This is an optimization exercise on Yosys and OpenROAD, whose aim is small area, a short achievable clock period and few clock cycles per item, not a production implementation.
At most, simulation tests tie the RTL to the original design; equivalence was not proved.
Function not checked in runs 1 to 3: the RTL went through the layout flow alone.
No activity file was given, so power comes from the tool's default toggle rates.

===== flow/config.mk =====
export PLATFORM = sky130hd
export DESIGN_NAME = ubc_codec
export DESIGN_NICKNAME = ubc_codec
export VERILOG_FILES = /design/flow/design.v
export SDC_FILE = /design/flow/constraint.sdc
export NUM_CORES = 4
export LEC_CHECK = 0
export ABC_CLOCK_PERIOD_IN_PS = 2600
export CAP_MARGIN = 20
export CORE_MARGIN = 2
export CORE_UTILIZATION = 40
export SETUP_SLACK_MARGIN = 3.4
export SLEW_MARGIN = 20

===== flow/standard.sh =====
#!/bin/bash
# synth_recipe.tcl (not shown) runs the flow's synth.tcl, then flattens the netlist and writes it again
# the make line also repeats each setting of config.mk as NAME=value (left out here)
make -C /OpenROAD-flow-scripts/flow DESIGN_CONFIG=/design/flow/config.mk WORK_HOME=/design/flow/orfs CLKGATE_MAP_FILE= SYNTH_SCRIPT=/design/flow/synth_recipe.tcl "${@:-finish}"

===== flow/flow/run.sh =====
#!/bin/bash
# Standard layout, with plain buf_1 cells as the port buffers.
set -euo pipefail
export BUFFER_PORTS_ARGS="-buffer_cell sky130_fd_sc_hd__buf_1"
bash standard.sh > standard_flow.log 2>&1

===== flow/constraint.sdc =====
create_clock -name core_clock -period 6.0 [get_ports {clk}]
set_input_delay 1.2000 -clock core_clock [delete_from_list [all_inputs] [get_ports {clk}]]
set_output_delay 1.2000 -clock core_clock [all_outputs]
set_load 0.01 [all_outputs]

===== flow/design.v =====
module ubc_enc (
    input  wire        clk,
    input  wire        rst,
    input  wire        start,
    input  wire        in_valid,
    input  wire        in_end,
    input  wire [7:0]  in_data,
    output wire        in_ready,
    output wire        out_valid,
    output wire [20:0] out_data,
    input  wire        out_ready,
    output wire [1:0]  phase,
    output wire [31:0] in_count,
    output wire [31:0] out_count
);
    localparam [1:0] IDLE = 2'd0, BUSY = 2'd1, DONE = 2'd2;
    reg [1:0]  ph;
    reg        ending;        
    reg [1:0]  wcnt;          
    reg        tail;          
    reg        run;           
    reg [7:0]  w0, w1;
    reg [11:0] rc;
    reg        ov;
    reg [15:0] od;
    reg        hv, he;        
    reg [7:0]  hd;
    reg        heq0, heq1;    
    reg [31:0] in_cnt, out_cnt;
    function [15:0] u8(input [7:0] b);
        u8 = {8'h04, b};
    endfunction
    function [15:0] u12(input [11:0] n);
        u12 = {8'h4E + {4'd0, n[11:8]}, n[7:0]};
    endfunction
    function [15:0] apack(input [7:0] a, input [7:0] b);
        apack = {8'h5E + {2'd0, a[6], b[6], a[5:2]}, a[1:0], b[5:0]};
    endfunction
    wire busy   = (ph == BUSY);
    wire oflow  = !ov || out_ready;                   
    wire take   = in_valid && in_ready;
    wire xv     = hv || take;                         
    wire xe     = hv ? he : in_end;
    wire [7:0] xd = hv ? hd : in_data;
    wire flush  = busy && ending && !hv && wcnt != 2'd0;
    wire go     = (xv || flush) && oflow;
    wire fend   = xe || flush;                        
    wire newtx  = start && !busy;
    assign in_ready  = busy && !ending && !hv;
    assign out_valid = ov;
    assign out_data  = {5'd0, od};
    assign phase     = ph;
    assign in_count  = in_cnt;
    assign out_count = out_cnt;
    wire eq0    = hv ? heq0 : (in_data == w0);
    wire eq1    = hv ? heq1 : (in_data == w1);
    wire asc    = !w0[7] && !w1[7];
    wire full   = !run && !tail && wcnt == 2'd2;      
    wire runon  = eq0 && rc != 12'd4095;
    wire runst  = eq1 && w0 == w1;
    reg [15:0] s_nr;
    always @(*) begin
        if (run)
            s_nr = u12(rc);
        else if (tail)
            s_nr = u12({w0[3:0], w1});
        else if (wcnt == 2'd2 && asc)
            s_nr = apack(w0, w1);
        else if (wcnt == 2'd2 && !fend)
            s_nr = u12({w0, w1[7:4]});
        else
            s_nr = u8(w0);
    end
    wire        rs   = full && !fend && runst;        
    wire [15:0] s    = rs ? u8(w0) : s_nr;
    reg        emit, n_run, n_tail;
    reg [1:0]  n_wcnt;
    always @(*) begin
        if (fend) begin
            emit   = run || tail || wcnt != 2'd0;
            n_run  = 1'b0;
            n_tail = 1'b0;
            n_wcnt = (full && !asc) ? 2'd1 : 2'd0;
        end else if (run) begin
            emit   = !runon;
            n_run  = runon;
            n_tail = 1'b0;
            n_wcnt = 2'd1;
        end else if (tail) begin
            emit   = 1'b1;
            n_run  = 1'b0;
            n_tail = 1'b0;
            n_wcnt = 2'd1;
        end else if (wcnt != 2'd2) begin
            emit   = 1'b0;
            n_run  = 1'b0;
            n_tail = 1'b0;
            n_wcnt = wcnt + 2'd1;
        end else begin
            emit   = 1'b1;
            n_run  = runst;
            n_tail = !runst && !asc;
            n_wcnt = runst ? 2'd0 : (asc ? 2'd1 : 2'd2);
        end
    end
    wire       ov_n     = (ov && !out_ready) || (go && emit);
    wire       hv_n     = take ? !oflow : (hv && !oflow);
    wire       ending_n = ending || (take && in_end);
    wire [1:0] wcnt_g   = go ? n_wcnt : wcnt;
    wire       fin_n    = ending_n && !hv_n && wcnt_g == 2'd0 && !ov_n;
    always @(posedge clk) begin
        if (rst) begin
            ph <= IDLE;
            ov <= 1'b0;
            hv <= 1'b0;
        end else if (newtx) begin
            ph     <= BUSY;
            ending <= 1'b0;
            wcnt   <= 2'd0;
            tail   <= 1'b0;
            run    <= 1'b0;
            hv     <= 1'b0;
            ov     <= 1'b0;
        end else begin
            ov     <= ov_n;
            hv     <= hv_n;
            ending <= ending_n;
            if (busy && fin_n)
                ph <= DONE;
            if (go) begin
                run  <= n_run;
                tail <= n_tail;
                wcnt <= n_wcnt;
            end
        end
    end
    always @(posedge clk) begin
        if (!hv) begin
            he   <= in_end;
            hd   <= in_data;
            heq0 <= (in_data == w0);
            heq1 <= (in_data == w1);
        end
        if (go) begin
            od <= s;
            w1 <= xd;
            if (fend || wcnt != 2'd1 || run || tail)
                w0 <= (fend || (full && !asc)) ? w1 : xd;
            if (!fend)
                rc <= run ? rc + 12'd1 : 12'd3;
        end
    end
    reg inc_o, inc_i;
    always @(posedge clk) begin
        inc_o   <= go && emit && !newtx;
        inc_i   <= take && !in_end;
        in_cnt  <= newtx ? 32'd0 : in_cnt + {31'd0, inc_i};
        out_cnt <= newtx ? 32'd0 : out_cnt + {31'd0, inc_o};
    end
endmodule
module ubc_dec (
    input  wire        clk,
    input  wire        rst,
    input  wire        start,
    input  wire        mode,         
    input  wire        in_valid,
    input  wire        in_end,
    input  wire [20:0] in_data,
    output wire        in_ready,
    output wire        out_valid,
    output wire [7:0]  out_data,
    input  wire        out_ready,
    output wire [1:0]  phase,
    output wire [31:0] idx,
    output wire [31:0] out_count,
    output wire [1:0]  err_kind,
    output wire [31:0] err_idx,
    output wire [6:0]  err_sel
);
    localparam [1:0] IDLE = 2'd0, BUSY = 2'd1, DRAIN = 2'd2, DONE = 2'd3;
    reg [1:0]  st;
    reg        rdy;          
    reg        cmode;
    reg        ending;
    reg        pv;           
    reg [1:0]  pc;           
    reg [11:0] P;            
    reg [11:0] S;            
    reg        em;           
    reg        isrun;        
    reg        isp2;         
    reg        sa, sb, sc;   
    reg        addp;         
    reg [31:0] idx_r, ocnt;
    reg [31:0] pidx;         
    reg [1:0]  kind;
    reg        errf;         
    reg [2:0]  c1;
    wire hi0   = (in_data[20:16] == 5'd0);
    wire [6:0] t = in_data[15:9];
    wire is8   = hi0 && in_data[15:8] == 8'h04;
    wire is12  = hi0 && t >= 7'h27 && t <= 7'h2E;
    wire isA   = hi0 && t >= 7'h2F && t <= 7'h4E;
    wire isLB  = hi0 && (in_data[15:0] == 16'h000A || in_data[15:0] == 16'h000D);
    wire [11:0] n12 = {in_data[11:9] + 3'd1, in_data[8:0]};
    wire [4:0]  dA  = in_data[13:9] + 5'd17;    
    wire [2:0]  c   = isA ? {1'b1, dA[4:3]} : {1'b0, is12, is8};
    reg dat_r;
    wire [31:0] idx_inc = idx_r + {31'd0, dat_r};
    wire act   = (st == BUSY);
    wire take  = in_valid && rdy;
    wire tkd   = take && !in_end && act;          
    wire dat   = tkd && !isLB;
    wire xfer  = em && out_ready;
    wire plast = isrun ? (S == 12'd1) : sc;
    wire newtx = start && (st == IDLE || st == DONE);
    assign in_ready  = rdy;
    assign out_valid = em;
    assign out_data  = ({8{sa}} & P[11:4]) | ({8{sb}} & {P[3:0], S[11:8]}) | ({8{sc}} & S[7:0]);
    assign phase     = st;
    assign idx       = idx_r;
    assign out_count = ocnt;
    assign err_kind  = kind;
    assign err_idx   = {32{errf}} & pidx;
    assign err_sel   = {kind[0], c1, 1'b0, {2{errf}} & pc};
    wire pair_t3 = pc == 2'd2 && is12;
    wire pair_rn = pc == 2'd1 && is12;
    wire pair_p2 = pc == 2'd1 && is8;
    wire pair_ok = pair_t3 || pair_rn || pair_p2;
    wire lone    = take && in_end && act && pv;  
    wire tok     = dat && (pv ? pair_ok : isA) || lone && pc == 2'd1;
    reg [1:0] st_n;
    reg       em_n;
    always @(*) begin
        st_n = st;
        em_n = em && !(xfer && plast);
        if (newtx) begin
            st_n = BUSY;
            em_n = 1'b0;
        end else if (st == IDLE || st == DONE) begin
        end else if (ending) begin
            if (!em && !addp)
                st_n = DONE;
        end else begin
            if (tok)
                em_n = !cmode && !(dat && pair_rn && n12 == 12'd0);
            if (dat && pv && !pair_ok)
                st_n = DRAIN;
        end
    end
    wire ending_n = newtx ? 1'b0 : (ending || (take && in_end));
    always @(posedge clk) begin
        if (rst) begin
            st  <= IDLE;
            em  <= 1'b0;
            rdy <= 1'b0;
        end else begin
            st  <= st_n;
            em  <= em_n;
            rdy <= (st_n == BUSY || st_n == DRAIN) && !ending_n && !em_n;
        end
    end
    always @(posedge clk) begin
        addp   <= tok && !newtx;
        ending <= ending_n;
        if (newtx) begin
            cmode <= mode;
            pv    <= 1'b0;
        end else if (tkd || lone) begin
            pv <= dat ? (!pv && !isA) : (pv && !lone);
        end
        if (newtx) begin
            kind <= 2'd0;
            errf <= 1'b0;
            c1   <= 3'd0;
        end else if (lone && pc != 2'd1) begin
            kind <= 2'd2;
            errf <= 1'b1;
        end else if (dat && pv && !pair_ok) begin
            kind <= 2'd1;
            errf <= 1'b1;
            c1   <= c;
        end
        if (tkd && !pv) begin
            pidx <= idx_inc;
            pc   <= {is12, is8};
            P    <= isA ? {1'b0, dA[4], dA[2:0], in_data[8:6], 4'd0} :
                    (is8 ? {in_data[7:0], 4'd0} : n12);
        end
        if (take && act) begin
            S     <= in_end ? 12'd1 : (is8 ? {4'd0, in_data[7:0]} :
                     (isA && !pv ? {4'd0, 1'b0, dA[3], in_data[5:0]} : n12));
            isrun <= in_end || pair_rn;
            isp2  <= !in_end && (!pv || pair_p2);
            {sa, sb, sc} <= 3'b100;
        end else if (xfer) begin
            if (isrun)
                S <= S - 12'd1;
            sa <= isrun;
            sb <= sa && !isrun && !isp2;
            sc <= (sa && !isrun && isp2) || sb;
        end
    end
    wire [11:0] amt = addp ? (isrun ? S : (isp2 ? 12'd2 : 12'd3)) : 12'd0;
    always @(posedge clk) begin
        dat_r <= dat;
        idx_r <= newtx ? 32'd0 : idx_inc;
        ocnt  <= newtx ? 32'd0 : ocnt + {20'd0, amt};
    end
endmodule
module ubc_codec (
    input  wire        clk,
    input  wire        rst,
    input  wire        enc_start,
    input  wire        enc_in_valid,
    input  wire        enc_in_end,
    input  wire [7:0]  enc_in_data,
    output wire        enc_in_ready,
    output wire        enc_out_valid,
    output wire [20:0] enc_out_data,
    input  wire        enc_out_ready,
    output wire [1:0]  enc_phase,
    output wire [31:0] enc_in_count,
    output wire [31:0] enc_out_count,
    input  wire        dec_start,
    input  wire        dec_mode,
    input  wire        dec_in_valid,
    input  wire        dec_in_end,
    input  wire [20:0] dec_in_data,
    output wire        dec_in_ready,
    output wire        dec_out_valid,
    output wire [7:0]  dec_out_data,
    input  wire        dec_out_ready,
    output wire [1:0]  dec_phase,
    output wire [31:0] dec_idx,
    output wire [31:0] dec_out_count,
    output wire [1:0]  dec_err_kind,
    output wire [31:0] dec_err_idx,
    output wire [6:0]  dec_err_sel
);
    ubc_enc u_enc (
        .clk       (clk),
        .rst       (rst),
        .start     (enc_start),
        .in_valid  (enc_in_valid),
        .in_end    (enc_in_end),
        .in_data   (enc_in_data),
        .in_ready  (enc_in_ready),
        .out_valid (enc_out_valid),
        .out_data  (enc_out_data),
        .out_ready (enc_out_ready),
        .phase     (enc_phase),
        .in_count  (enc_in_count),
        .out_count (enc_out_count)
    );
    ubc_dec u_dec (
        .clk       (clk),
        .rst       (rst),
        .start     (dec_start),
        .mode      (dec_mode),
        .in_valid  (dec_in_valid),
        .in_end    (dec_in_end),
        .in_data   (dec_in_data),
        .in_ready  (dec_in_ready),
        .out_valid (dec_out_valid),
        .out_data  (dec_out_data),
        .out_ready (dec_out_ready),
        .phase     (dec_phase),
        .idx       (dec_idx),
        .out_count (dec_out_count),
        .err_kind  (dec_err_kind),
        .err_idx   (dec_err_idx),
        .err_sel   (dec_err_sel)
    );
endmodule

==> results of run 1 <==
## worst max-delay path, stage by stage, from the launching register on
cell      delay [ns]
edfxtp_1        0.43
buf_4           0.17
a222oi_1        0.33
inv_1           0.10
buf_1           0.14
## layer usage
metal	track usage	part of all wire	routed length [um]	up-vias
li1	-	-	-	5341
met1	0.259	0.44	16000	5295
met2	0.314	0.47	16900	323
met3	0.0412	0.070	2540	54
met4	0.0476	0.018	654	2
met5	0	0.00036	13	-
## cells by family after synthesis
| logic type | share of synthesized area |
|---|---|
| AND/OR/NAND/NOR | 0.233 |
| XOR/XNOR | 0.102 |
| adder cells (fa/ha/maj) | 0.0315 |
| multiplexers | 0.0204 |
| flip-flops | 0.490 |
| other | 0.000281 |
| AO/OA/AOI/OAI | 0.0884 |
| buffers and inverters | 0.0338 |
## stage by stage
stage / setup slack, ns / total power, uW
2_1_floorplan: 3.08 / 2250
3_3_place_gp: 2.19 / 2350
3_5_place_dp: 2.14 / 2360
4_1_cts: 3.15 / 4280
5_1_grt: 2.99 / 4420
6_report: 3.09 / 4260
## sequential cells by signal, indices dropped and copies added (netlist names), 3 cells and up
register       count
u_enc.w0           8
u_dec.P           12
u_enc.out_cnt     32
u_dec.S           12
u_enc.w1           8
u_dec.pidx        32
u_enc.od          16
u_dec.c1           3
u_enc.rc          12
u_enc.in_cnt      32
u_dec.idx_r       32
u_enc.hd           8
u_dec.ocnt        32
## power by group through the flow
stage | logic, uW | clock network, uW | registers (uW)
detailed placement | 301 | 0 | 2050
CTS | 316 | 1950 | 2010
floorplan | 215 | 0 | 2040
finish | 343 | 1900 | 2010
global placement | 296 | 0 | 2050
global route | 376 | 2030 | 2020
## worst min-delay path by stage
| stage | start | endpoint | cells after the start |
|---|---|---|---|
| floorplan | u_enc.heq0 | u_enc.heq0 | 2 |
| global placement | u_enc.heq1 | u_enc.heq1 | 2 |
| detailed placement | u_enc.heq1 | u_enc.heq1 | 2 |
| CTS | u_enc.heq1 | u_enc.heq1 | 2 |
| global route | u_enc.hd[0] | u_enc.hd[0] | 1 |
| finish | u_enc.hd[4] | u_enc.hd[4] | 1 |
## cell usage after synthesis, types with 3 or more instances
| cell type | number |
|---|---|
| nand3b_1 | 8 |
| dfxtp_1 | 162 |
| o21ai_0 | 31 |
| o21a_1 | 5 |
| and4_1 | 12 |
| buf_2 | 4 |
| nand4b_1 | 3 |
| a211oi_1 | 22 |
| o22ai_1 | 8 |
| o211a_1 | 3 |
| nor3_2 | 3 |
| a22oi_1 | 4 |
| a221oi_1 | 6 |
| nand2_1 | 71 |
| nand3_1 | 61 |
| o31ai_1 | 3 |
| a21boi_0 | 3 |
| edfxtp_1 | 110 |
| inv_1 | 49 |
| nor3b_1 | 3 |
| and3_1 | 38 |
| a21o_1 | 4 |
| a31oi_1 | 6 |
| nor2b_1 | 19 |
| xnor2_1 | 83 |
| nor4_1 | 6 |
| ha_1 | 32 |
| mux2i_1 | 7 |
| clkbuf_1 | 44 |
| a21oi_1 | 44 |
| and2_1 | 87 |
| nor3_1 | 31 |
| nor4_2 | 3 |
| a222oi_1 | 8 |
| xor2_1 | 73 |
| nor2_1 | 171 |
| mux2_2 | 15 |
| or3_1 | 13 |
| nor4b_1 | 4 |
| nand4_1 | 28 |
| buf_4 | 8 |
| nand2b_1 | 10 |
## timing repair
action	CTS	global route
pin swaps	25	38
setup buffers	37	22
gates cloned	3	7
gates resized for setup	82	147
endpoints found under the setup margin	175	96
## layout make-up
type / count / area [um^2] / share of cell area
multi-input combinational: 980 / 7030 / 0.407
sequential: 272 / 6570 / 0.381
timing repair buffer: 310 / 1870 / 0.108
tap: 442 / 553 / 0.0321
clock buffer: 46 / 925 / 0.0536
inverter: 49 / 189 / 0.0110
clock inverter: 10 / 118 / 0.00682
==> results.sh, run 1 <==
export IMPL_postCtsHoldBufs=0
export IMPL_r2r_start="u_dec.isrun"
export IMPL_synth_cell_types=81
export IMPL_worst_ep_arrival_time_ns=1.71
export IMPL_fp_row_count=66
export IMPL_final_common_cell="buf_1"
export IMPL_internal_power_uw=3250
export IMPL_core_area_um2=32700
export IMPL_cts_root_buf="clkbuf_16"
export IMPL_wirelength_mm=36.1
export IMPL_placed_area_um2=14800
export IMPL_worstSkewPairLatency_ns=0.56
export IMPL_dr_pass1_iters=6
export IMPL_final_cells=2109
export IMPL_clock_sinks=272
export IMPL_synth_top_area_frac=0.247
export IMPL_htree_levels=1
export IMPL_drc_errors=0
export IMPL_n_antenna_cell=0
export IMPL_syn_inst=1351
export IMPL_synth_seq_cells=272
export IMPL_async_flop_share=0
export IMPL_fin_worst_skew_ns=0.0178
export IMPL_clkPwrFrac=0.447
export IMPL_yosysSeqAreaShare=0.490
export IMPL_finalHoldViolations=0
export IMPL_setup_tns_ns=0
export IMPL_grt_first_pass_wirelength_mm=55.8
export IMPL_grt_max_degree=63
export IMPL_report_final_slew_viol_count=0
export IMPL_min_period_ns=2.91
export IMPL_wl_per_cell_um=17.1
export IMPL_combPwrFrac=0.081
export IMPL_grt_pass1_vias=10466
export IMPL_rsz0062_at_grt="yes"
export IMPL_crit_start="u_dec.S[0]"
export IMPL_synthesis_area_um2=13300
export IMPL_p_per_area_nw_per_um2=247
export IMPL_p_switching_uw=1000
export IMPL_path_max_fanout=3
export IMPL_crit_path_end_kind="output port"
export IMPL_layout_area_overhead_vs_synth_pct=29.3
export IMPL_worstPathRequired_ns=4.80
export IMPL_worst_pin_slew_ns=0.983
export IMPL_die_w_um=187
export IMPL_timing_final_crit_share=0.486
export IMPL_vias=11015
export IMPL_final_area_um2=17300
export IMPL_slew_headroom=0.345
export IMPL_drive_gt1_frac=0.199
export IMPL_worst_setup_hold_path_clk_slew_ns=0.06
export IMPL_cts_buffers=31
export IMPL_drt_iter0_markers=683
export IMPL_die_area_um2=34800
export IMPL_via_per_inst=5.22
export IMPL_critical_path_class="register to output port"
export IMPL_track_usage=0.192
export IMPL_vdd_drop_max_mv=0.212
export IMPL_pin_count=246
export IMPL_ant_nets=0
export IMPL_dp_cells=1984
export IMPL_critPathLaunchType="register"
export IMPL_setup_worst_path_end="dec_out_data[0]"
export IMPL_fmax_mhz=343
export IMPL_pwr_share_seq=0.473
export IMPL_syn_area_per_cell_um2=9.88
export IMPL_nets=1717
export IMPL_rr_endpoint="u_dec.ocnt[22]"
export IMPL_reg2regPathDepth=15
export IMPL_start_util=0.408
export IMPL_cts_tree="done"
export IMPL_yosys_most_used_dff="dfxtp_1"
export IMPL_gp_congestion=0.865
export IMPL_port_buffer_count=239
export IMPL_ff2ff_setup_slack_ns=3.18
export IMPL_ctsLongestPathBuffers=3
export IMPL_num_fill_cells=3065
export IMPL_setup_viol=0
export IMPL_final_cell_mix="buf_1, nor2_1, dfxtp_1"
export IMPL_leakagePower_uw=0.00645
export IMPL_status="no timing/DRC/antenna violations"
export IMPL_die_y_um=187
export IMPL_synth_edf_count=110
export IMPL_holdWs_ns=0.489
export IMPL_yosysWarningCount=2
export IMPL_yosysTopAreaCell="edfxtp_1"
export IMPL_dpl_hpwl_mm=24.0
export IMPL_fin_util=0.528
export IMPL_grt_overflow_total=0
export IMPL_hp_class="register to register"
export IMPL_grt_antenna_before_repair=1
export IMPL_drv_cap=0
export IMPL_synth_area_leaders="edfxtp_1, dfxtp_1, xnor2_1"
export IMPL_swShare=0.236
==> inputs of run 2 (changes only) <==
==> flow/config.mk (replaced) <==
export PLATFORM = sky130hd
export DESIGN_NAME = ubc_codec
export DESIGN_NICKNAME = ubc_codec
export VERILOG_FILES = /design/flow/design.v
export SDC_FILE = /design/flow/constraint.sdc
export NUM_CORES = 4
export LEC_CHECK = 0
export ABC_CLOCK_PERIOD_IN_PS = 3000
export CAP_MARGIN = 20
export CORE_MARGIN = 2
export CORE_UTILIZATION = 40
export SETUP_SLACK_MARGIN = 3.0
export SLEW_MARGIN = 20
==> run 2 against run 1 <==
  * Worst hold slack worse by 0.017 ns
  * Via count shrank 4.0%
  * Clock skew increased by 0.0011 ns
  * Largest power group unchanged
  * Sequential share of layout area grew 3.1 points
  * Register-to-register slack hardly changed
  * Routed wire length decreased by 7.3%
  * First-iteration DRC count is 13% higher
  * Critical path depth is the same
  * Sequential power barely moved
  * Clock-buffer cell count is 8 lower
==> results.sh, run 2 <==
export IMPL_status="no timing/DRC/antenna violations"
export IMPL_path_max_fanout=4
export IMPL_fmax_mhz=341
export IMPL_synth_area_leaders="edfxtp_1, dfxtp_1, xnor2_1"
export IMPL_dr_pass1_iters=5
export IMPL_drt_iter0_markers=770
export IMPL_combPwrFrac=0.070
export IMPL_worst_pin_slew_ns=1.00
export IMPL_pin_count=246
export IMPL_p_switching_uw=991
export IMPL_internal_power_uw=3210
export IMPL_start_util=0.408
export IMPL_synth_compound_area_share=0.0884
export IMPL_fp_row_count=66
export IMPL_synthAdderAreaFrac=0.0315
export IMPL_grt_antenna_before_repair=1
export IMPL_vias=10576
export IMPL_worst_setup_hold_path_clk_slew_ns=0.06
export IMPL_crit_path_end_kind="output port"
export IMPL_p_per_area_nw_per_um2=264
export IMPL_clkPwrFrac=0.450
export IMPL_num_fill_cells=3204
export IMPL_synth_seq_cells=272
export IMPL_syn_inst=1351
export IMPL_via_per_inst=5.13
export IMPL_grt_first_pass_wirelength_mm=53.5
export IMPL_ctsLongestPathBuffers=3
export IMPL_die_area_um2=34800
export IMPL_grt_pass1_vias=9892
export IMPL_synth_xor_area_share=0.102
export IMPL_cts_root_buf="clkbuf_16"
export IMPL_synthSimpleGateAreaFrac=0.233
export IMPL_ant_nets=0
export IMPL_worstPathRequired_ns=4.80
export IMPL_timing_final_crit_share=0.489
export IMPL_track_usage=0.184
export IMPL_synthesis_area_um2=13300
export IMPL_drive_gt1_frac=0.0822
export IMPL_leakagePower_uw=0.00580
export IMPL_final_cell_mix="buf_1, nor2_1, dfxtp_1"
export IMPL_swShare=0.236
export IMPL_drc_errors=0
export IMPL_setup_tns_ns=0
export IMPL_htree_levels=1
export IMPL_worst_ep_arrival_time_ns=1.73
export IMPL_postCtsHoldBufs=0
export IMPL_setup_viol=0
export IMPL_hp_class="register to register"
export IMPL_drv_cap=0
export IMPL_grt_max_degree=66
export IMPL_wirelength_mm=33.5
export IMPL_synth_edf_count=110
export IMPL_synth_top_family_by_area="simple AND/OR/NAND/NOR gates"
export IMPL_yosysMostFrequentCell="nor2_1"
export IMPL_die_w_um=187
export IMPL_yosysWarningCount=2
export IMPL_die_y_um=187
export IMPL_layout_area_overhead_vs_synth_pct=19.1
export IMPL_critical_path_class="register to output port"
export IMPL_port_buffer_count=239
export IMPL_regArea_um2=6550
export IMPL_multi_input_area_um2=6470
export IMPL_grt_overflow_total=0
export IMPL_min_period_ns=2.93
export IMPL_cts_buffers=31
export IMPL_yosysTopAreaCell="edfxtp_1"
export IMPL_vdd_drop_max_mv=0.194
export IMPL_syn_area_per_cell_um2=9.88
export IMPL_async_flop_share=0
export IMPL_rsz0062_at_grt="yes"
export IMPL_gp_congestion=0.845
export IMPL_synth_cell_types=81
export IMPL_nets=1667
export IMPL_synthTopCellsByCount="nor2_1, dfxtp_1, edfxtp_1"
export IMPL_core_area_um2=32700
export IMPL_clock_sinks=272
export IMPL_pwr_share_seq=0.480
export IMPL_slew_headroom=0.333
export IMPL_cts_tree="done"
export IMPL_final_cells=2061
export IMPL_dpl_hpwl_mm=23.7
export IMPL_critPathLaunchType="register"
export IMPL_synth_mux_area_frac=0.0204
export IMPL_finalHoldViolations=0
export IMPL_worstSkewPairLatency_ns=0.56
export IMPL_fin_worst_skew_ns=0.0189
export IMPL_synth_top_area_frac=0.247
export IMPL_yosys_most_used_dff="dfxtp_1"
export IMPL_dp_cells=1988
export IMPL_report_final_slew_viol_count=0
export IMPL_wl_per_cell_um=16.2
export IMPL_yosysSeqAreaShare=0.490
export IMPL_final_common_cell="buf_1"
run 2: worst paths after layout:
path,startpoint,to,slack [ns],cells after the start
worst min-delay path,u_enc.heq1,u_enc.heq1,0.47,2
worst max-delay path,u_dec.S[0],dec_out_data[0],3.07,4
worst max register to register,u_dec.isrun,u_dec.ocnt[22],3.17,13
worst min register to register,u_enc.heq1,u_enc.heq1,0.47,2
run 2: power groups by stage:
stage                     combinational [uW]  clock (uW)  sequential, uW
after floorplan                          205           0            2040
after global placement                   288           0            2050
after detailed placement                 290           0            2060
after CTS                                295        1940            2020
after global routing                     328        2020            2020
final                                    295        1890            2020
run 2: layer usage:
layer	up-vias	wire (um)	global-route usage
met3	39	2100	0.0348
met2	271	15700	0.305
met4	0	525	0.0400
met5	-	0	0
li1	5230	-	-
met1	5036	15100	0.250
run 2: final cells by class:
type	instances	area share
Clock inverter	19	0.0111
Inverter	49	0.0118
Tap cell	442	0.0348
Timing Repair Buffer	261	0.0689
Clock buffer	38	0.0537
Sequential cell	272	0.412
Antenna cell	1	0.000157
Multi-Input combinational cell	979	0.407
run 2: logic make-up after synthesis:
group           Yosys count
buf+inv                 107
xor+xnor                156
other cells               1
mux                      24
flops                   272
fa+ha+maj                33
simple gates            588
compound gates          170
run 2: per-stage QoR:
step | cell area (um^2) | utilization | setup WS [ns] | power [uW] | hold slack [ns]
after floorplan | 13400 | - | 3.03 | 2240 | 0.427
after global placement | 14700 | 0.449 | 2.23 | 2340 | 0.460
after detailed placement | 14700 | 0.449 | 2.15 | 2350 | 0.454
after CTS | 15800 | 0.484 | 2.98 | 4250 | 0.470
after global routing | 15900 | 0.486 | 2.94 | 4370 | 0.486
final | 15900 | 0.486 | 3.07 | 4200 | 0.471
run 2: timing repair:
item / CTS / global route
resized for setup: 6 / 12
setup buffers: 8 / 5
cloned: 1 / 1
pin swaps: 4 / 6
setup endpoints to repair: 118 / 40
run 2: worst max-delay path, stage by stage (launching register included):
cell	delay (ns)
edfxtp_1	0.42
buf_4	0.18
a222oi_1	0.39
inv_1	0.07
buf_1	0.13
==> inputs of run 3 (changes only) <==
--- a/flow/design.v
+++ b/flow/design.v
@@ -26,6 +26,7 @@
     reg        hv, he;        
     reg [7:0]  hd;
     reg        heq0, heq1;    
+    reg        rdy;           
     reg [31:0] in_cnt, out_cnt;
     function [15:0] u8(input [7:0] b);
         u8 = {8'h04, b};
@@ -46,7 +47,7 @@
     wire go     = (xv || flush) && oflow;
     wire fend   = xe || flush;                        
     wire newtx  = start && !busy;
-    assign in_ready  = busy && !ending && !hv;
+    assign in_ready  = rdy;
     assign out_valid = ov;
     assign out_data  = {5'd0, od};
     assign phase     = ph;
@@ -110,10 +111,12 @@
     wire       fin_n    = ending_n && !hv_n && wcnt_g == 2'd0 && !ov_n;
     always @(posedge clk) begin
         if (rst) begin
-            ph <= IDLE;
-            ov <= 1'b0;
-            hv <= 1'b0;
+            ph  <= IDLE;
+            ov  <= 1'b0;
+            hv  <= 1'b0;
+            rdy <= 1'b0;
         end else if (newtx) begin
+            rdy    <= 1'b1;
             ph     <= BUSY;
             ending <= 1'b0;
             wcnt   <= 2'd0;
@@ -125,6 +128,7 @@
             ov     <= ov_n;
             hv     <= hv_n;
             ending <= ending_n;
+            rdy    <= busy && !ending_n && !hv_n;
             if (busy && fin_n)
                 ph <= DONE;
             if (go) begin
@@ -189,9 +193,13 @@
     reg        em;           
     reg        isrun;        
     reg        isp2;         
-    reg        sa, sb, sc;   
+    reg        sb, sc;       
+    reg [7:0]  ob;           
     reg        addp;         
-    reg [31:0] idx_r, ocnt;
+    reg [31:0] idx_r;
+    reg [11:0] olo;          
+    reg [19:0] ohi;          
+    reg        ocy;          
     reg [31:0] pidx;         
     reg [1:0]  kind;
     reg        errf;         
@@ -212,17 +220,17 @@
     wire tkd   = take && !in_end && act;          
     wire dat   = tkd && !isLB;
     wire xfer  = em && out_ready;
-    wire plast = isrun ? (S == 12'd1) : sc;
+    wire plast = isrun ? (S == 12'd1) : !sb && !sc;
     wire newtx = start && (st == IDLE || st == DONE);
     assign in_ready  = rdy;
     assign out_valid = em;
-    assign out_data  = ({8{sa}} & P[11:4]) | ({8{sb}} & {P[3:0], S[11:8]}) | ({8{sc}} & S[7:0]);
+    assign out_data  = ob;
     assign phase     = st;
     assign idx       = idx_r;
-    assign out_count = ocnt;
+    assign out_count = {ohi, olo};
     assign err_kind  = kind;
-    assign err_idx   = {32{errf}} & pidx;
-    assign err_sel   = {kind[0], c1, 1'b0, {2{errf}} & pc};
+    assign err_idx   = pidx;
+    assign err_sel   = {kind[0], c1, 1'b0, pc};
     wire pair_t3 = pc == 2'd2 && is12;
     wire pair_rn = pc == 2'd1 && is12;
     wire pair_p2 = pc == 2'd1 && is8;
@@ -239,7 +247,7 @@
             em_n = 1'b0;
         end else if (st == IDLE || st == DONE) begin
         end else if (ending) begin
-            if (!em && !addp)
+            if (!em && !addp && !ocy)
                 st_n = DONE;
         end else begin
             if (tok)
@@ -286,26 +294,37 @@
             pc   <= {is12, is8};
             P    <= isA ? {1'b0, dA[4], dA[2:0], in_data[8:6], 4'd0} :
                     (is8 ? {in_data[7:0], 4'd0} : n12);
+        end else if (take && in_end && act && !(pv && pc != 2'd1)) begin
+            pidx <= 32'd0;
+            pc   <= 2'd0;
         end
         if (take && act) begin
             S     <= in_end ? 12'd1 : (is8 ? {4'd0, in_data[7:0]} :
                      (isA && !pv ? {4'd0, 1'b0, dA[3], in_data[5:0]} : n12));
             isrun <= in_end || pair_rn;
             isp2  <= !in_end && (!pv || pair_p2);
-            {sa, sb, sc} <= 3'b100;
+            sb    <= !in_end && pv && pair_t3;
+            sc    <= !in_end && (!pv || !pair_rn);
+            ob    <= (!pv && !in_end) ? {1'b0, dA[4], dA[2:0], in_data[8:6]} : P[11:4];
         end else if (xfer) begin
             if (isrun)
                 S <= S - 12'd1;
-            sa <= isrun;
-            sb <= sa && !isrun && !isp2;
-            sc <= (sa && !isrun && isp2) || sb;
+            sb <= 1'b0;
+            sc <= sc && sb;
+            if (sb)
+                ob <= {P[3:0], S[11:8]};
+            else if (sc)
+                ob <= S[7:0];
         end
     end
     wire [11:0] amt = addp ? (isrun ? S : (isp2 ? 12'd2 : 12'd3)) : 12'd0;
+    wire [12:0] lo_sum = {1'b0, olo} + {1'b0, amt};
     always @(posedge clk) begin
         dat_r <= dat;
         idx_r <= newtx ? 32'd0 : idx_inc;
-        ocnt  <= newtx ? 32'd0 : ocnt + {20'd0, amt};
+        olo   <= newtx ? 12'd0 : lo_sum[11:0];
+        ocy   <= !newtx && lo_sum[12];
+        ohi   <= newtx ? 20'd0 : ohi + {19'd0, ocy};
     end
 endmodule
 module ubc_codec (
==> flow/config.mk (replaced) <==
export PLATFORM = sky130hd
export DESIGN_NAME = ubc_codec
export DESIGN_NICKNAME = ubc_codec
export VERILOG_FILES = /design/flow/design.v
export SDC_FILE = /design/flow/constraint.sdc
export NUM_CORES = 4
export LEC_CHECK = 0
export ABC_CLOCK_PERIOD_IN_PS = 2400
export CAP_MARGIN = 20
export CORE_MARGIN = 2
export CORE_UTILIZATION = 40
export SETUP_SLACK_MARGIN = 3.6
export SLEW_MARGIN = 20
==> run 3 against run 2 <==
  * Still clean
  * Sequential share of layout area decreased by 2.4 points
  * Cell count rose by 4.5%
  * Worst hold slack improved by 0.0085 ns
  * Register-to-register slack improved by 0.37 ns
  * Largest power group is now the clock network
  * Highest routed layer unchanged
==> results.sh, run 3 <==
export IMPL_status="no timing/DRC/antenna violations"
export IMPL_synth_top_family_by_area="simple AND/OR/NAND/NOR gates"
export IMPL_final_common_cell="buf_1"
export IMPL_grt_overflow_total=0
export IMPL_die_y_um=188
export IMPL_postCtsHoldBufs=0
export IMPL_critPathLaunchType="primary input"
export IMPL_p_per_area_nw_per_um2=268
export IMPL_ant_nets=0
export IMPL_grt_pass1_vias=10985
export IMPL_yosysSeqAreaShare=0.502
export IMPL_synthAdderAreaFrac=0.0328
export IMPL_vias=11440
export IMPL_syn_inst=1388
export IMPL_yosysWarningCount=2
export IMPL_synthTopCellsByCount="nor2_1, dfxtp_1, edfxtp_1"
export IMPL_syn_area_per_cell_um2=9.78
export IMPL_drv_cap=0
export IMPL_yosysMostFrequentCell="nor2_1"
export IMPL_clock_sinks=280
export IMPL_setup_viol=0
export IMPL_via_per_inst=5.31
export IMPL_setup_tns_ns=0
export IMPL_reg2regPathDepth=8
export IMPL_start_util=0.406
export IMPL_worst_pin_slew_ns=0.704
export IMPL_crit_path_end_kind="register"
export IMPL_yosysTopAreaCell="edfxtp_1"
export IMPL_rr_endpoint="u_dec.rdy"
export IMPL_pin_count=246
export IMPL_holdPathStages=2
export IMPL_hp_class="register to register"
export IMPL_path_max_fanout=4
export IMPL_timing_final_crit_share=0.459
export IMPL_drive_gt1_frac=0.175
export IMPL_finalHoldViolations=0
export IMPL_slew_headroom=0.531
export IMPL_min_from="u_dec.c1[0]"
export IMPL_fin_worst_skew_ns=0.0138
export IMPL_synthSimpleGateAreaFrac=0.213
export IMPL_die_w_um=188
export IMPL_synth_top_area_frac=0.266
export IMPL_fp_row_count=67
export IMPL_vdd_drop_max_mv=0.182
export IMPL_async_flop_share=0
export IMPL_leakagePower_uw=0.00627
export IMPL_final_cell_mix="buf_1, nor2_1, dfxtp_1"
export IMPL_layout_area_overhead_vs_synth_pct=29.1
export IMPL_drt_iter0_markers=615
export IMPL_wl_per_cell_um=17.6
export IMPL_nets=1752
export IMPL_synth_xor_area_share=0.0987
export IMPL_cts_tree="done"
export IMPL_grt_antenna_before_repair=3
export IMPL_cts_root_buf="clkbuf_16"
export IMPL_die_area_um2=35400
export IMPL_crit_start="dec_in_data[16]"
export IMPL_track_usage=0.203
export IMPL_yosys_most_used_dff="dfxtp_1"
export IMPL_synth_area_leaders="edfxtp_1, dfxtp_1, nor2_1"
export IMPL_wirelength_mm=37.9
export IMPL_htree_levels=2
export IMPL_min_period_ns=2.75
export IMPL_r2r_start="u_dec.st[1]"
export IMPL_synth_edf_count=120
export IMPL_synth_mux_area_frac=0.0228
export IMPL_dpl_hpwl_mm=25.8
export IMPL_min_to="u_dec.c1[0]"
export IMPL_worstPathRequired_ns=6.43
export IMPL_fin_util=0.524
export IMPL_synth_seq_cells=280
export IMPL_worst_setup_hold_path_clk_slew_ns=0.06
export IMPL_dr_pass1_iters=5
export IMPL_ff2ff_setup_slack_ns=3.54
export IMPL_cts_buffers=34
export IMPL_grt_first_pass_wirelength_mm=58.5
export IMPL_synth_cell_types=75
export IMPL_gp_congestion=0.878
export IMPL_drc_errors=0
export IMPL_core_area_um2=33400
export IMPL_worstSkewPairLatency_ns=0.51
export IMPL_report_final_slew_viol_count=0
export IMPL_synth_compound_area_share=0.0986
export IMPL_ctsLongestPathBuffers=3
export IMPL_rsz0062_at_grt="yes"
export IMPL_critical_path_class="primary input to register"
export IMPL_fmax_mhz=363
export IMPL_port_buffer_count=239
export IMPL_synthesis_area_um2=13600
export IMPL_grt_max_degree=71
export IMPL_worst_ep_arrival_time_ns=3.18
[run 3: cell type report]
cell class	count	area, um^2
fillers	3069	15900
repair buffers	309	1630
clock buffers	46	1030
multi-input cells	1006	7080
clock inverters	16	211
diodes	3	7.51
flip-flops and latches	280	6810
well taps	448	561
inverters	45	190
repair inverters	1	7.51
[run 3: worst max path at each step]
stage,endpoint,slack (ns),cells after the start
4_1_cts,u_dec.em,3.27,8
5_1_grt,u_dec.rdy,3.19,7
3_3_place_gp,u_enc.od[6],2.15,7
3_5_place_dp,u_enc.od[6],2.02,7
2_1_floorplan,u_dec.S[6],2.99,6
6_report,u_dec.rdy,3.25,7
[run 3: where the power goes]
group | total (uW) | internal (uW) | leakage (uW) | switching (uW)
combinational | 375 | 146 | 0.00327 | 230
clock | 2240 | 1420 | 0.000608 | 821
sequential | 2080 | 2040 | 0.00239 | 41.7
[run 3: routing by layer]
metal / up-vias / share of wire / GRT usage
met5: - / 0 / 0
met1: 5449 / 0.43 / 0.260
li1: 5512 / - / -
met4: 0 / 0.026 / 0.0575
met2: 406 / 0.46 / 0.340
met3: 73 / 0.080 / 0.0514
[run 3: worst max-delay path: stages]
cell	delay, ns
buf_1	0.07
or4_4	0.58
nand4bb_4	0.31
o41ai_4	0.36
nor2_1	0.09
o41a_1	0.37
a211oi_2	0.20
[run 3: what timing repair did]
| item | in CTS | in global routing |
|---|---|---|
| cloned | 4 | 0 |
| pin swaps | 27 | 28 |
| buffers inserted | 33 | 30 |
| resized for setup | 78 | 108 |
| endpoints found under the setup margin | 190 | 121 |
[run 3: kinds of logic (layout without fill, tap and decap cells)]
kind of cell             count (synthesis)  count (layout)
AO/OA/AOI/OAI                          198             198
adder cells (fa/ha/maj)                 35              35
AND/OR/NAND/NOR                        584             585
other                                    1               9
buffers and inverters                  108             417
flip-flops                             280             280
multiplexers                            29              29
XOR/XNOR                               153             153
[run 3: through the flow]
| step | setup slack [ns] | instance area, um^2 | total power (uW) | hold WS, ns | instances |
|---|---|---|---|---|---|
| floorplan | 2.99 | 13800 | 2330 | 0.449 | 1393 |
| detailed placement | 2.02 | 15000 | 2430 | 0.471 | 2022 |
| global route | 3.19 | 17500 | 4850 | 0.499 | 2151 |
| finish | 3.25 | 17500 | 4700 | 0.480 | 2154 |
| global placement | 2.15 | 15000 | 2420 | 0.461 | 2022 |
| CTS | 3.27 | 16900 | 4720 | 0.481 | 2121 |
==> inputs of run 4 (changes only) <==
--- a/flow/design.v
+++ b/flow/design.v
@@ -182,27 +182,28 @@
     output wire [6:0]  err_sel
 );
     localparam [1:0] IDLE = 2'd0, BUSY = 2'd1, DRAIN = 2'd2, DONE = 2'd3;
+    localparam [1:0] C_OTHER = 2'd0, C_U8 = 2'd1, C_U12 = 2'd2, C_A = 2'd3;
     reg [1:0]  st;
     reg        rdy;          
     reg        cmode;
-    reg        ending;
-    reg        pv;           
+    reg        ending;       
+    reg        fv, fe;       
+    reg [1:0]  fc;           
+    reg [13:0] fp;           
+    reg        pv;
     reg [1:0]  pc;           
+    reg [31:0] pidx;         
     reg [11:0] P;            
     reg [11:0] S;            
     reg        em;           
     reg        isrun;        
-    reg        isp2;         
-    reg        sb, sc;       
-    reg [7:0]  ob;           
+    reg [1:0]  k;            
     reg        addp;         
     reg [31:0] idx_r;
     reg [11:0] olo;          
     reg [19:0] ohi;          
     reg        ocy;          
-    reg [31:0] pidx;         
     reg [1:0]  kind;
-    reg        errf;         
     reg [2:0]  c1;
     wire hi0   = (in_data[20:16] == 5'd0);
     wire [6:0] t = in_data[15:9];
@@ -210,33 +211,33 @@
     wire is12  = hi0 && t >= 7'h27 && t <= 7'h2E;
     wire isA   = hi0 && t >= 7'h2F && t <= 7'h4E;
     wire isLB  = hi0 && (in_data[15:0] == 16'h000A || in_data[15:0] == 16'h000D);
-    wire [11:0] n12 = {in_data[11:9] + 3'd1, in_data[8:0]};
-    wire [4:0]  dA  = in_data[13:9] + 5'd17;    
-    wire [2:0]  c   = isA ? {1'b1, dA[4:3]} : {1'b0, is12, is8};
+    wire [4:0] dA = in_data[13:9] + 5'd17;      
+    wire [1:0] cin = isA ? C_A : (is12 ? C_U12 : (is8 ? C_U8 : C_OTHER));
+    wire [13:0] pin = {dA[4:3], isA ? dA[2:0] : in_data[11:9] + 3'd1, in_data[8:0]};
     reg dat_r;
     wire [31:0] idx_inc = idx_r + {31'd0, dat_r};
     wire act   = (st == BUSY);
     wire take  = in_valid && rdy;
-    wire tkd   = take && !in_end && act;          
-    wire dat   = tkd && !isLB;
+    wire pgo   = fv && !em;                       
+    wire dat   = pgo && !fe && act;               
+    wire lone  = pgo && fe && act && pv;          
     wire xfer  = em && out_ready;
-    wire plast = isrun ? (S == 12'd1) : !sb && !sc;
+    wire plast = isrun ? (S == 12'd1) : k == 2'd0;
     wire newtx = start && (st == IDLE || st == DONE);
     assign in_ready  = rdy;
     assign out_valid = em;
-    assign out_data  = ob;
+    assign out_data  = P[11:4];
     assign phase     = st;
     assign idx       = idx_r;
     assign out_count = {ohi, olo};
     assign err_kind  = kind;
     assign err_idx   = pidx;
     assign err_sel   = {kind[0], c1, 1'b0, pc};
-    wire pair_t3 = pc == 2'd2 && is12;
-    wire pair_rn = pc == 2'd1 && is12;
-    wire pair_p2 = pc == 2'd1 && is8;
+    wire pair_t3 = pc == C_U12 && fc == C_U12;
+    wire pair_rn = pc == C_U8 && fc == C_U12;
+    wire pair_p2 = pc == C_U8 && fc == C_U8;
     wire pair_ok = pair_t3 || pair_rn || pair_p2;
-    wire lone    = take && in_end && act && pv;  
-    wire tok     = dat && (pv ? pair_ok : isA) || lone && pc == 2'd1;
+    wire tok     = dat && (pv ? pair_ok : fc == C_A) || lone && pc == C_U8;
     reg [1:0] st_n;
     reg       em_n;
     always @(*) begin
@@ -246,78 +247,85 @@
             st_n = BUSY;
             em_n = 1'b0;
         end else if (st == IDLE || st == DONE) begin
-        end else if (ending) begin
-            if (!em && !addp && !ocy)
-                st_n = DONE;
         end else begin
             if (tok)
-                em_n = !cmode && !(dat && pair_rn && n12 == 12'd0);
+                em_n = !cmode && !(dat && pair_rn && fp[11:0] == 12'd0);
             if (dat && pv && !pair_ok)
                 st_n = DRAIN;
+            if (ending && !fv && !em && !addp && !ocy)
+                st_n = DONE;
         end
     end
     wire ending_n = newtx ? 1'b0 : (ending || (take && in_end));
+    wire fv_n     = newtx ? 1'b0 : ((take && (in_end || !isLB)) || (fv && !pgo));
     always @(posedge clk) begin
         if (rst) begin
             st  <= IDLE;
             em  <= 1'b0;
             rdy <= 1'b0;
+            fv  <= 1'b0;
         end else begin
             st  <= st_n;
             em  <= em_n;
-            rdy <= (st_n == BUSY || st_n == DRAIN) && !ending_n && !em_n;
+            fv  <= fv_n;
+            rdy <= (st_n == BUSY || st_n == DRAIN) && !ending_n && (!fv_n || !em_n);
         end
     end
     always @(posedge clk) begin
+        if (!fv || pgo) begin
+            fe <= in_end;
+            fc <= cin;
+            fp <= pin;
+        end
         addp   <= tok && !newtx;
         ending <= ending_n;
         if (newtx) begin
             cmode <= mode;
             pv    <= 1'b0;
-        end else if (tkd || lone) begin
-            pv <= dat ? (!pv && !isA) : (pv && !lone);
+        end else if (dat) begin
+            pv <= !pv && fc != C_A;
+        end else if (lone) begin
+            pv <= 1'b0;
         end
         if (newtx) begin
             kind <= 2'd0;
-            errf <= 1'b0;
             c1   <= 3'd0;
-        end else if (lone && pc != 2'd1) begin
+        end else if (lone && pc != C_U8) begin
             kind <= 2'd2;
-            errf <= 1'b1;
         end else if (dat && pv && !pair_ok) begin
             kind <= 2'd1;
-            errf <= 1'b1;
-            c1   <= c;
+            c1   <= (fc == C_A) ? {1'b1, fp[13:12]} : {1'b0, fc};
         end
-        if (tkd && !pv) begin
+        if (dat && !pv) begin
             pidx <= idx_inc;
-            pc   <= {is12, is8};
-            P    <= isA ? {1'b0, dA[4], dA[2:0], in_data[8:6], 4'd0} :
-                    (is8 ? {in_data[7:0], 4'd0} : n12);
-        end else if (take && in_end && act && !(pv && pc != 2'd1)) begin
+            pc   <= fc;
+        end else if (pgo && fe && act && !(pv && pc != C_U8)) begin
             pidx <= 32'd0;
             pc   <= 2'd0;
         end
-        if (take && act) begin
-            S     <= in_end ? 12'd1 : (is8 ? {4'd0, in_data[7:0]} :
-                     (isA && !pv ? {4'd0, 1'b0, dA[3], in_data[5:0]} : n12));
-            isrun <= in_end || pair_rn;
-            isp2  <= !in_end && (!pv || pair_p2);
-            sb    <= !in_end && pv && pair_t3;
-            sc    <= !in_end && (!pv || !pair_rn);
-            ob    <= (!pv && !in_end) ? {1'b0, dA[4], dA[2:0], in_data[8:6]} : P[11:4];
+        if (dat && !pv)
+            P[11:4] <= (fc == C_A) ? {1'b0, fp[13], fp[11:6]} :
+                       ((fc == C_U8) ? fp[7:0] : fp[11:4]);
+        else if (xfer && !isrun)
+            P[11:4] <= {P[3:0], S[11:8]};
+        if (dat && (!pv || fc == C_U8))
+            P[3:0] <= (fc == C_A) ? {1'b0, fp[12], fp[5:4]} :
+                      ((fc == C_U8) ? (pv ? fp[7:4] : 4'd0) : fp[3:0]);
+        else if (xfer && !isrun)
+            P[3:0] <= S[7:4];
+        if (pgo && act) begin
+            S     <= fe ? 12'd1 : ((fc == C_U8 || fc == C_A) ? {fp[3:0], 8'd0} : fp[11:0]);
+            isrun <= fe || pair_rn;
+            k     <= (!fe && pv && pair_t3) ? 2'd2 : 2'd1;
         end else if (xfer) begin
             if (isrun)
                 S <= S - 12'd1;
-            sb <= 1'b0;
-            sc <= sc && sb;
-            if (sb)
-                ob <= {P[3:0], S[11:8]};
-            else if (sc)
-                ob <= S[7:0];
+            else
+                S <= {S[3:0], 8'd0};
+            k <= k - 2'd1;
         end
     end
-    wire [11:0] amt = addp ? (isrun ? S : (isp2 ? 12'd2 : 12'd3)) : 12'd0;
+    wire [11:0] amt = addp ? (isrun ? S : (k[1] ? 12'd3 : 12'd2)) : 12'd0;
     wire [12:0] lo_sum = {1'b0, olo} + {1'b0, amt};
     always @(posedge clk) begin
         dat_r <= dat;
--- a/flow/config.mk
+++ b/flow/config.mk
@@ -9,5 +9,8 @@
 export CAP_MARGIN = 20
 export CORE_MARGIN = 2
 export CORE_UTILIZATION = 40
+export CTS_BUF_LIST = sky130_fd_sc_hd__clkbuf_8
+export CTS_CLUSTER_DIAMETER = 60
+export CTS_CLUSTER_SIZE = 20
 export SETUP_SLACK_MARGIN = 3.6
 export SLEW_MARGIN = 20
==> run 4 against run 3 <==
  * Global-route usage shrank 1.5 points
  * Clock-buffer cell count shrank 17
  * Highest routed layer is now met5
  * Area after synthesis grew 2.0%
  * Power shrank 18%
  * First-iteration DRC count grew 8.5%
  * Die area grew 2.0%
  * Non-clock buffer count shrank 11
  * Design area shrank 2.4%
  * Via count shrank 3.0%
==> results.sh, run 4 <==
export IMPL_clkPwrFrac=0.370
export IMPL_cpMostUsedCell="nand2_2"
export IMPL_ctsLongestPathBuffers=3
export IMPL_internal_power_uw=2770
export IMPL_status="no timing/DRC/antenna violations"
export IMPL_finalHoldViolations=0
export IMPL_yosys_most_used_dff="dfxtp_1"
export IMPL_pwr_share_seq=0.555
export IMPL_report_final_slew_viol_count=0
export IMPL_dr_pass1_iters=5
export IMPL_setup_tns_ns=0
export IMPL_async_flop_share=0
export IMPL_grt_pass1_vias=10239
export IMPL_synthTopCellsByCount="nor2_1, dfxtp_1, edfxtp_1"
export IMPL_setup_viol=0
export IMPL_worstPathRequired_ns=6.51
export IMPL_vdd_drop_max_mv=0.188
export IMPL_timing_final_crit_share=0.425
export IMPL_track_usage=0.188
export IMPL_worstSkewPairLatency_ns=0.62
export IMPL_num_fill_cells=3213
export IMPL_via_per_inst=5.15
export IMPL_yosysTopAreaCell="edfxtp_1"
export IMPL_cts_tree="done"
export IMPL_leakagePower_uw=0.00671
export IMPL_grt_overflow_total=0
export IMPL_core_area_um2=34300
export IMPL_layout_area_overhead_vs_synth_pct=23.5
export IMPL_clock_sinks=289
export IMPL_yosysSeqAreaShare=0.510
export IMPL_synth_area_leaders="edfxtp_1, dfxtp_1, nor2_1"
export IMPL_synthesis_area_um2=13800
export IMPL_fin_util=0.499
export IMPL_synth_seq_cells=289
export IMPL_min_period_ns=2.55
export IMPL_timing_final_ws_setup_ns=3.45
export IMPL_synth_top_area_frac=0.278
export IMPL_drc_errors=0
export IMPL_grt_max_degree=68
export IMPL_die_y_um=190
export IMPL_wl_per_cell_um=16.4
export IMPL_post_place_ws_ns=2.19
export IMPL_syn_inst=1425
export IMPL_gp_congestion=0.887
export IMPL_critPathLaunchType="primary input"
export IMPL_grt_antenna_before_repair=1
export IMPL_start_util=0.404
export IMPL_port_buffer_count=239
export IMPL_nets=1754
export IMPL_final_cells=2155
export IMPL_fp_row_count=68
export IMPL_yosysMostFrequentCell="nor2_1"
export IMPL_vias=11093
export IMPL_htree_levels=1
export IMPL_wirelength_mm=35.4
export IMPL_rsz0062_at_grt="yes"
export IMPL_drt_iter0_markers=667
export IMPL_cts_buffers=28
export IMPL_die_w_um=190
export IMPL_crit_path_end_kind="register"
export IMPL_critical_path_class="primary input to register"
export IMPL_path_max_fanout=2
export IMPL_yosysWarningCount=2
export IMPL_combPwrFrac=0.075
export IMPL_worst_pin_slew_ns=0.737
export IMPL_hp_class="register to register"
export IMPL_grt_first_pass_wirelength_mm=55.4
export IMPL_synth_cell_types=66
export IMPL_pin_count=246
export IMPL_drive_gt1_frac=0.278
export IMPL_cp_cell_sequence="buf_1 -> or4_4 -> nor2_4 -> nand2_2 -> or3_4 -> o311ai_4 -> nand2_2 -> a2111oi_4"
export IMPL_die_area_um2=36100
export IMPL_slew_headroom=0.508
export IMPL_synth_edf_count=128
export IMPL_final_common_cell="nor2_1"
export IMPL_syn_area_per_cell_um2=9.72
export IMPL_worst_ep_arrival_time_ns=3.06
export IMPL_n_antenna_cell=0
export IMPL_drv_cap=0
export IMPL_final_cell_mix="nor2_1, edfxtp_1, buf_1"
export IMPL_dp_cells=2043
export IMPL_postCtsHoldBufs=0
export IMPL_cts_root_buf="clkbuf_8"
export IMPL_ant_nets=0
export IMPL_p_switching_uw=1070
export IMPL_fin_worst_skew_ns=0.0409
export IMPL_critPathMaxStageDelay_ns=0.54
export IMPL_dpl_hpwl_mm=24.5
export IMPL_fmax_mhz=392
export IMPL_swShare=0.279
export IMPL_p_per_area_nw_per_um2=225
export IMPL_critPathSlowestCell="or4_4"
export IMPL_worst_setup_hold_path_clk_slew_ns=0.11
-- run 4: layer usage --
layer / wire length, um / GRT usage
met1: 15100 / 0.254
met2: 16800 / 0.309
met3: 2880 / 0.0435
met4: 597 / 0.0400
met5: 14 / 0
-- run 4: power by group through the flow --
stage                     combinational, uW  sequential [uW]  clock (uW)
after floorplan                         184             2170           0
after global routing                    322             2140        1550
after detailed placement                245             2200           0
final                                   290             2130        1420
after global placement                  241             2190           0
after CTS                               270             2140        1470
-- run 4: final timing paths --
kind / start / end / slack [ns] / cells past startpoint
setup / recovery: dec_in_data[16] / u_dec.rdy / 3.45 / 8
hold / removal: u_enc.rdy / u_enc.inc_i / 0.49 / 2
hold reg to reg: u_enc.rdy / u_enc.inc_i / 0.49 / 2
setup reg to reg: u_dec.isrun / u_dec.olo[11] / 3.59 / 11
-- run 4: repair_timing --
| item | CTS | global route |
|---|---|---|
| setup endpoints to repair | 209 | 172 |
| gates resized for setup | 228 | 157 |
| setup buffers | 24 | 31 |
| gates cloned | 2 | 2 |
| pin swaps | 22 | 23 |
-- run 4: layout make-up --
cell class / count / area (um^2) / area share
Timing Repair Buffer: 298 / 1610 / 0.0940
Clock buffer: 29 / 399 / 0.0233
Clock inverter: 23 / 303 / 0.0177
Inverter: 47 / 194 / 0.0113
Multi-Input combinational cell: 1012 / 6730 / 0.394
Tap cell: 455 / 569 / 0.0333
Timing Repair inverter: 2 / 12.5 / 0.000732
Sequential cell: 289 / 7280 / 0.426
-- run 4: kinds of logic after synthesis --
kind of cell,after synthesis,synth area share
mux,39,0.0300
xor+xnor,156,0.0987
compound gates,191,0.0849
other cells,1,0.000271
simple gates,582,0.203
flops,289,0.510
fa+ha+maj,36,0.0331
buf+inv,131,0.0402
-- run 4: worst max-delay path: cells and delay by family --
family | cells | cell delay (ns)
and+or+nand+nor | 5 | 1.20
buffers and inverters | 1 | 0.07
AOI/OAI and AO/OA | 2 | 0.59
-- run 4: stage by stage --
step	instance area, um^2	total power (uW)	hold WS, ns
6_report	17100	3850	0.487
5_1_grt	17100	4010	0.468
4_1_cts	16400	3890	0.470
3_5_place_dp	15100	2440	0.473
3_3_place_gp	15100	2440	0.465
2_1_floorplan	14000	2360	0.411
Testbench counts of run 4, summed over its fixed seeds: cycles 35,279, items 65,871.
==> inputs of run 5 (changes only) <==
--- a/flow/config.mk
+++ b/flow/config.mk
@@ -9,8 +9,5 @@
 export CAP_MARGIN = 20
 export CORE_MARGIN = 2
 export CORE_UTILIZATION = 40
-export CTS_BUF_LIST = sky130_fd_sc_hd__clkbuf_8
-export CTS_CLUSTER_DIAMETER = 60
-export CTS_CLUSTER_SIZE = 20
 export SETUP_SLACK_MARGIN = 3.6
 export SLEW_MARGIN = 20
==> run 5 against run 4 <==
  * Critical path depth unchanged
  * Design area down 0.15%
  * Global-route usage up 0.25 points
  * Non-clock buffer count is 11 lower
  * Sequential power hardly changed
  * Power grew 16%
  * Via count decreased by 0.72%
  * Clock-buffer cell count increased by 16
  * Cell count shrank 0.14%
  * Critical path type unchanged
  * Setup slack worse by 0.11 ns
  * Flip-flop and latch count unchanged
==> results.sh, run 5 <==
export IMPL_fmax_mhz=376
export IMPL_crit_path_end_kind="register"
export IMPL_wirelength_mm=35.5
export IMPL_clock_sinks=289
export IMPL_final_cells=2152
export IMPL_htree_levels=2
export IMPL_status="no timing/DRC/antenna violations"
export IMPL_timing_final_crit_share=0.443
export IMPL_synthSimpleGateAreaFrac=0.203
export IMPL_synthTopCellsByCount="nor2_1, dfxtp_1, edfxtp_1"
export IMPL_synth_edf_count=128
export IMPL_fin_worst_skew_ns=0.0185
export IMPL_pin_count=246
export IMPL_wl_per_cell_um=16.5
export IMPL_p_per_area_nw_per_um2=262
export IMPL_setup_tns_ns=0
export IMPL_critPathLaunchType="primary input"
export IMPL_track_usage=0.191
export IMPL_cts_buffers=34
export IMPL_final_area_um2=17100
export IMPL_ctsLongestPathBuffers=3
export IMPL_ant_nets=0
export IMPL_synth_xor_area_share=0.0987
export IMPL_drive_gt1_frac=0.134
export IMPL_grt_first_pass_wirelength_mm=55.8
export IMPL_placed_area_um2=15100
export IMPL_vdd_drop_max_mv=0.240
export IMPL_synth_top_area_frac=0.278
export IMPL_postCtsHoldBufs=0
export IMPL_leakagePower_uw=0.00628
export IMPL_port_buffer_count=239
export IMPL_rsz0062_at_grt="yes"
export IMPL_syn_inst=1425
export IMPL_pwr_share_seq=0.481
export IMPL_yosysMostFrequentCell="nor2_1"
export IMPL_path_max_fanout=2
export IMPL_grt_antenna_before_repair=1
export IMPL_finalHoldViolations=0
export IMPL_gp_congestion=0.887
export IMPL_start_util=0.404
export IMPL_worstPathRequired_ns=6.40
export IMPL_worstSkewPairLatency_ns=0.51
export IMPL_synth_top_family_by_area="simple AND/OR/NAND/NOR gates"
export IMPL_combPwrFrac=0.064
export IMPL_syn_area_per_cell_um2=9.72
export IMPL_synth_compound_area_share=0.0849
export IMPL_drv_cap=0
export IMPL_slew_headroom=0.508
export IMPL_worst_setup_hold_path_clk_slew_ns=0.06
export IMPL_yosysSeqAreaShare=0.510
export IMPL_worst_ep_arrival_time_ns=3.06
export IMPL_synth_mux_area_frac=0.0300
export IMPL_grt_overflow_total=0
export IMPL_worst_pin_slew_ns=0.736
export IMPL_cts_tree="done"
export IMPL_yosysTopAreaCell="edfxtp_1"
export IMPL_critical_path_class="primary input to register"
export IMPL_holdWs_ns=0.482
export IMPL_grt_max_degree=68
export IMPL_dpl_hpwl_mm=24.5
export IMPL_nets=1749
export IMPL_vias=11013
export IMPL_core_area_um2=34300
export IMPL_layout_area_overhead_vs_synth_pct=23.3
export IMPL_grt_pass1_vias=10382
export IMPL_async_flop_share=0
export IMPL_synthAdderAreaFrac=0.0331
export IMPL_final_common_cell="buf_1"
export IMPL_final_cell_mix="buf_1, nor2_1, dfxtp_1"
export IMPL_synth_seq_cells=289
export IMPL_synth_cell_types=66
export IMPL_report_final_slew_viol_count=0
export IMPL_yosysWarningCount=2
export IMPL_clkPwrFrac=0.455
export IMPL_die_y_um=190
export IMPL_internal_power_uw=3430
export IMPL_die_w_um=190
export IMPL_setup_viol=0
export IMPL_drc_errors=0
export IMPL_dp_cells=2043
export IMPL_die_area_um2=36100
export IMPL_yosys_most_used_dff="dfxtp_1"
export IMPL_p_switching_uw=1040
export IMPL_n_antenna_cell=0
export IMPL_synthesis_area_um2=13800
export IMPL_num_fill_cells=3217
export IMPL_via_per_inst=5.12
export IMPL_cts_root_buf="clkbuf_16"
export IMPL_fp_row_count=68
export IMPL_swShare=0.233
export IMPL_dr_pass1_iters=5
export IMPL_hp_class="register to register"
export IMPL_min_period_ns=2.66
export IMPL_drt_iter0_markers=624
export IMPL_synth_area_leaders="edfxtp_1, dfxtp_1, nor2_1"
[run 5: cell counts after synthesis]
No cell type changed its count.
[run 5: worst paths after layout]
path,cells after the start,to,startpoint,slack (ns)
worst max-delay path,8,u_dec.rdy,dec_in_data[16],3.34
worst min-delay path,1,u_enc.hd[5],u_enc.hd[5],0.48
worst min register to register,1,u_enc.hd[5],u_enc.hd[5],0.48
worst max register to register,8,u_enc.od[3],u_enc.w1[7],3.51
[run 5: final cells by class]
cell class | count | area (um^2) | share of cell area
repair buffers | 287 | 1380 | 0.0808
well taps | 455 | 569 | 0.0333
clock buffers | 45 | 962 | 0.0564
repair inverters | 2 | 12.5 | 0.000733
inverters | 47 | 186 | 0.0109
flip-flops and latches | 289 | 7070 | 0.414
clock inverters | 15 | 146 | 0.00857
multi-input cells | 1012 | 6740 | 0.395
[run 5: critical path: stages]
cell and delay (ns):
buf_1 0.07, or4_4 0.54, nor2_4 0.10, nand2_2 0.06, or3_4 0.38, o311ai_4 0.26, nand2_2 0.13, a2111oi_4 0.32
[run 5: kinds of logic (layout without fill, tap and decap cells)]
logic type               count (synthesis)  after routing
XOR/XNOR                               156            156
multiplexers                            39             39
AO/OA/AOI/OAI                          191            191
buffers and inverters                  131            396
other                                    1              6
AND/OR/NAND/NOR                        582            584
flip-flops                             289            289
adder cells (fa/ha/maj)                 36             36
[run 5: layer usage]
metal	global-route usage	vias up	wire (um)
met4	0.0531	2	693
met3	0.0448	54	2540
met1	0.252	5194	15500
li1	-	5453	-
met2	0.313	310	16700
met5	0	-	12
[run 5: timing repair]
item	CTS	global route
gates resized for setup	75	45
pin swaps	22	16
endpoints found under the setup margin	86	103
setup buffers	29	15
endpoints found under the hold margin	0	0
gates cloned	4	0
[run 5: through the flow]
step	setup WS (ns)	total power [uW]	util
global placement	2.23	2440	0.440
global route	3.25	4620	0.498
finish	3.34	4470	0.498
detailed placement	2.19	2440	0.440
floorplan	3.07	2360	-
CTS	3.32	4510	0.489
[run 5: power by group through the flow]
| stage | clock, uW | combinational [uW] | sequential [uW] |
|---|---|---|---|
| floorplan | 0 | 184 | 2170 |
| global placement | 0 | 241 | 2190 |
| detailed placement | 0 | 245 | 2200 |
| CTS | 2080 | 272 | 2150 |
| global route | 2150 | 316 | 2160 |
| finish | 2030 | 285 | 2150 |

static timing again, ports no longer ideal:
In the flow no input, the clock included, has a driving cell. The finished layouts below were timed again as built, in two steps.
Step 1 assumes that a clkbuf_16 drives the clock port and a buf_2 every other input.
Step 2 adds t to the input delays and takes it off the output delays; t is the mean of the earliest and latest rising clock arrival at the registers after step 1. Input paths then give back, and output paths get back, about the clock's delay inside the block.
Slacks: ideal / step 1 / step 2; pairs: ideal / step 1.
run	t, ns	setup WS [ns]	worst setup path at the end	slew at the worst register clock pin (ns)	pins driven straight from the clock port
run 1	0.599	3.086 / 3.034 / 2.850	input to register	0.06 / 0.06	1
run 2	0.595	3.068 / 3.017 / 2.541	input to register	0.06 / 0.06	1
run 3	0.554	3.246 / 3.258 / 2.704	input to register	0.06 / 0.06	1
run 4	0.650	3.452 / 3.478 / 2.828	input to register	0.13 / 0.13	1
run 5	0.550	3.343 / 3.369 / 2.819	input to register	0.06 / 0.06	1
After both steps setup and hold are still met in every run listed. For run 4, which loses most, drivers alone change the setup slack by +0.026 ns; drivers and shift together by -0.624 ns.
